Background: an optimization exercise with open tools, aiming at small area and a short achievable clock period. Do not read the settings as production practice.
In this exercise RTL edits were held to simulation tests only and were not proved equivalent to the original.

## rev 12
==> module tvg_blend4, before the edit <==
module tvg_blend4 (
    input  wire         clk,
    input  wire         rst,           
    input  wire         in_valid,
    input  wire [1:0]   in_op,         
    input  wire         in_cs,         
    input  wire [1:0]   in_mm,         
    input  wire [31:0]  in_color,      
    input  wire [7:0]   in_opacity,    
    input  wire [7:0]   in_cov,        
    input  wire [127:0] in_dst,        
    input  wire [127:0] in_src,        
    input  wire [127:0] in_mask,       
    output reg          out_valid,
    output wire [127:0] out_pix,       
    output reg          out_dst_rd,    
    output reg          out_mask_rd    
);
    reg         v0;
    reg [1:0]   op0;
    reg         cs0;
    reg [1:0]   mm0;
    reg [7:0]   ca0;
    reg [7:0]   opa0;
    reg [7:0]   cov0;
    always @(posedge clk) begin
        if (rst)
            v0 <= 1'b0;
        else
            v0 <= in_valid;
        op0  <= in_op;
        cs0  <= in_cs;
        mm0  <= in_mm;
        ca0  <= in_color[31:24];
        opa0 <= in_opacity;
        cov0 <= in_cov;
    end
    wire is_clear = (op0 == 2'd0);
    wire is_image = op0[1];
    wire maskon   = mm0[1];
    wire [7:0] u_hi, u_g, u_lo;
    tvg_am8_r u_am_hi (
        .clk (clk),
        .a   (in_op[1] ? in_opacity : in_cs ? in_color[7:0] : in_color[23:16]),
        .b   (in_op[1] ? in_cov     : in_color[31:24]),
        .y   (u_hi)
    );
    tvg_am8_r u_am_g  (.clk(clk), .a(in_color[15:8]), .b(in_color[31:24]), .y(u_g));
    tvg_am8_r u_am_lo (
        .clk (clk),
        .a   (in_cs ? in_color[23:16] : in_color[7:0]),
        .b   (in_color[31:24]),
        .y   (u_lo)
    );
    wire [31:0] color_pm = {ca0, u_hi, u_g, u_lo};
    wire [7:0] k_other = is_clear ? 8'h00 : is_image ? opa0 : cov0;
    wire [7:0] k_s1    = (op0 == 2'd3) ? u_hi : k_other;
    wire direct = !is_image && !is_clear && (ca0 == 8'hFF) && (mm0 == 2'd0) && (cov0 == 8'hFF);
    genvar g;
    generate
        for (g = 0; g < 4; g = g + 1) begin : g_lane
            tvg_lane u_lane (
                .clk      (clk),
                .in_img   (in_op[1]),
                .in_src   (in_src[32*g +: 32]),
                .in_dst   (in_dst[32*g +: 32]),
                .in_ma    (in_mask[32*g+24 +: 8]),
                .k        (k_s1),
                .color_pm (color_pm),
                .clear    (is_clear),
                .maskon   (maskon),
                .inv_mask (mm0[0]),
                .pix      (out_pix[32*g +: 32])
            );
        end
    endgenerate
    reg v1, drd1, mrd1;
    reg v2, drd2, mrd2;
    reg v3, drd3, mrd3;
    always @(posedge clk) begin
        if (rst) begin
            v1        <= 1'b0;
            v2        <= 1'b0;
            v3        <= 1'b0;
            out_valid <= 1'b0;
        end else begin
            v1        <= v0;
            v2        <= v1;
            v3        <= v2;
            out_valid <= v3;
        end
        drd1        <= !is_clear && !direct;
        mrd1        <= !is_clear && maskon;
        drd2        <= drd1;
        mrd2        <= mrd1;
        drd3        <= drd2;
        mrd3        <= mrd2;
        out_dst_rd  <= drd3;
        out_mask_rd <= mrd3;
    end
endmodule
==> module tvg_lane, before the edit <==
module tvg_lane (
    input  wire        clk,
    input  wire        in_img,      
    input  wire [31:0] in_src,
    input  wire [31:0] in_dst,
    input  wire [7:0]  in_ma,       
    input  wire [7:0]  k,           
    input  wire [31:0] color_pm,    
    input  wire        clear,       
    input  wire        maskon,      
    input  wire        inv_mask,    
    output reg  [31:0] pix          
);
    reg        img0;
    reg [31:0] src0;
    reg [31:0] dst0;
    reg [7:0]  ma0;
    always @(posedge clk) begin
        img0 <= in_img;
        src0 <= in_src;
        dst0 <= in_dst;
        ma0  <= in_ma;
    end
    reg        clr1;
    reg [7:0]  nk1;
    reg [31:0] nx1;
    reg [7:0]  nm1;
    reg [31:0] nd1;
    always @(posedge clk) begin
        clr1 <= clear;
        nk1  <= ~k;
        nx1  <= ~(img0 ? src0 : color_pm);
        nm1  <= !maskon ? 8'h00 : inv_mask ? ma0 : ~ma0;
        nd1  <= ~dst0;
    end
    wire [31:0] ns_s2;
    tvg_amul32_iinr u_s (.np(nx1), .nk(nk1), .ny(ns_s2));
    reg        clr2;
    reg [31:0] ns2;
    reg [7:0]  nm2;
    reg [31:0] nd2;
    always @(posedge clk) begin
        clr2 <= clr1;
        ns2  <= ns_s2;
        nm2  <= nm1;
        nd2  <= nd1;
    end
    wire [31:0] s_s3;
    tvg_amul32_iir u_m (.np(ns2), .nk(nm2), .y(s_s3));
    reg        clr3;
    reg [23:0] sc3;      
    reg [7:0]  nf3;
    reg [31:0] nd3;
    always @(posedge clk) begin
        clr3 <= clr2;
        sc3  <= s_s3[23:0];
        nf3  <= s_s3[31:24] | {8{clr2}};
        nd3  <= nd2;
    end
    wire [7:0]  sa = clr3 ? 8'h00 : nf3;
    wire [31:0] dm;
    tvg_amul32_ii u_d (.np(nd3), .nk(nf3), .y(dm));
    always @(posedge clk)
        pix <= {sa, sc3} + dm;
endmodule
export LEC_CHECK = 0
export CAP_MARGIN = 50
export CORE_MARGIN = 2
export CORE_UTILIZATION = 60
export PLACE_DENSITY = 0.7
export SLEW_MARGIN = 75
export SYNTH_HIERARCHICAL = 1
create_clock -name core_clock -period 30.0 [get_ports {clk}]
standard.sh (not shown) runs the stock make flow with config.mk's settings and CLKGATE_MAP_FILE= SYNTH_SCRIPT=/design/flow/synth_recipe.tcl, a recipe that flattens the netlist after the stock synthesis.
==> flow/flow/run.sh <==
#!/bin/bash
# Layout of the version: the standard flow (standard.sh: ORFS synthesis
# and layout, unchanged), with the port buffers that global placement
# inserts on every input and output made sky130_fd_sc_hd__buf_2 instead of
# the flow's default choice (clkdlybuf4s50_1, a slow delay cell).
set -euo pipefail
export BUFFER_PORTS_ARGS="-buffer_cell sky130_fd_sc_hd__buf_2"
bash standard.sh > standard.log 2>&1
Looking at the reports, rev 12 completed the entire flow and the layout it produced met the timing, design-rule and antenna checks.
The following lists how rev 13 was set up differently from rev 12:
--- a/flow/design.v
+++ b/flow/design.v
@@ -954,11 +954,18 @@
         .a   (in_cs ? in_color[23:16] : in_color[7:0]),
         .b   (in_color[31:24]),
         .y   (u_lo)
     );
-    wire [31:0] color_pm = {ca0, u_hi, u_g, u_lo};
     wire [7:0] k_other = is_clear ? 8'h00 : is_image ? opa0 : cov0;
-    wire [7:0] k_s1    = (op0 == 2'd3) ? u_hi : k_other;
+    reg [31:0] nc1;
+    reg [7:0]  nk_other1;
+    reg        rle1;
+    always @(posedge clk) begin
+        nc1      <= ~{ca0, u_hi, u_g, u_lo};
+        nk_other1 <= ~k_other;
+        rle1     <= (op0 == 2'd3);
+    end
+    wire [7:0] nk_s2 = rle1 ? nc1[23:16] : nk_other1;
     wire direct = !is_image && !is_clear && (ca0 == 8'hFF) && (mm0 == 2'd0) && (cov0 == 8'hFF);
     genvar g;
     generate
         for (g = 0; g < 4; g = g + 1) begin : g_lane
@@ -967,10 +974,10 @@
                 .in_img   (in_op[1]),
                 .in_src   (in_src[32*g +: 32]),
                 .in_dst   (in_dst[32*g +: 32]),
                 .in_ma    (in_mask[32*g+24 +: 8]),
-                .k        (k_s1),
-                .color_pm (color_pm),
+                .nk       (nk_s2),
+                .nc       (nc1),
                 .clear    (is_clear),
                 .maskon   (maskon),
                 .inv_mask (mm0[0]),
                 .pix      (out_pix[32*g +: 32])
@@ -1021,10 +1028,10 @@
     input  wire        in_img,      
     input  wire [31:0] in_src,
     input  wire [31:0] in_dst,
     input  wire [7:0]  in_ma,       
-    input  wire [7:0]  k,           
-    input  wire [31:0] color_pm,    
+    input  wire [7:0]  nk,          
+    input  wire [31:0] nc,          
     input  wire        clear,       
     input  wire        maskon,      
     input  wire        inv_mask,    
     output reg  [31:0] pix          
@@ -1039,21 +1046,22 @@
         dst0 <= in_dst;
         ma0  <= in_ma;
     end
     reg        clr1;
-    reg [7:0]  nk1;
-    reg [31:0] nx1;
+    reg        img1;
+    reg [31:0] nsrc1;
     reg [7:0]  nm1;
     reg [31:0] nd1;
     always @(posedge clk) begin
-        clr1 <= clear;
-        nk1  <= ~k;
-        nx1  <= ~(img0 ? src0 : color_pm);
-        nm1  <= !maskon ? 8'h00 : inv_mask ? ma0 : ~ma0;
-        nd1  <= ~dst0;
+        clr1  <= clear;
+        img1  <= img0;
+        nsrc1 <= ~src0;
+        nm1   <= !maskon ? 8'h00 : inv_mask ? ma0 : ~ma0;
+        nd1   <= ~dst0;
     end
+    wire [31:0] nx = img1 ? nsrc1 : nc;
     wire [31:0] ns_s2;
-    tvg_amul32_iinr u_s (.np(nx1), .nk(nk1), .ny(ns_s2));
+    tvg_amul32_iinr u_s (.np(nx), .nk(nk), .ny(ns_s2));
     reg        clr2;
     reg [31:0] ns2;
     reg [7:0]  nm2;
     reg [31:0] nd2;
Results
Area enclosed by the die boundary went up slightly going from rev 12 to rev 13.
Re number of vias in the routed layout: rev 12 was lower than rev 13.
Share of the clock period used by the worst path in rev 13 is 1.6 points higher than in rev 12
Fmax sits lower in rev 13 than in rev 12.
NOTE: area of all placed cells without fillers in rev 13 exceeds that of rev 12
The lower setup skew after layout came out of rev 12.
Compared with rev 12, rev 13 shows a higher flip-flop and latch count.

-- port drivers added, routing unchanged --
In the flow no input, the clock included, has a driving cell. The finished layouts below were timed again as built, in two steps.
Step 1 (the two cells are an assumption about what drives the block):
set clk [get_ports {clk}]
set_driving_cell -lib_cell sky130_fd_sc_hd__clkbuf_16 $clk
set_driving_cell -lib_cell sky130_fd_sc_hd__buf_2 [delete_from_list [all_inputs] $clk]
Step 2 times the ports against the registers' clock, not the clock port: input delays grow and output delays shrink by t, the midpoint of the rising clock arrivals with the driver on.
a / b / c = ideal / step 1 / step 2; a / b = the first two.
| run | shift t [ns] | slack for setup (ns) | slew at the worst register clock pin (ns) |
|---|---|---|---|
| rev 12 | 0.897 | 22.621 / 22.538 / 23.154 | 0.07 / 0.07 |
| rev 13 | 0.905 | 22.135 / 22.135 / 22.135 | 0.08 / 0.08 |
After both steps setup and hold are still met in every run listed.
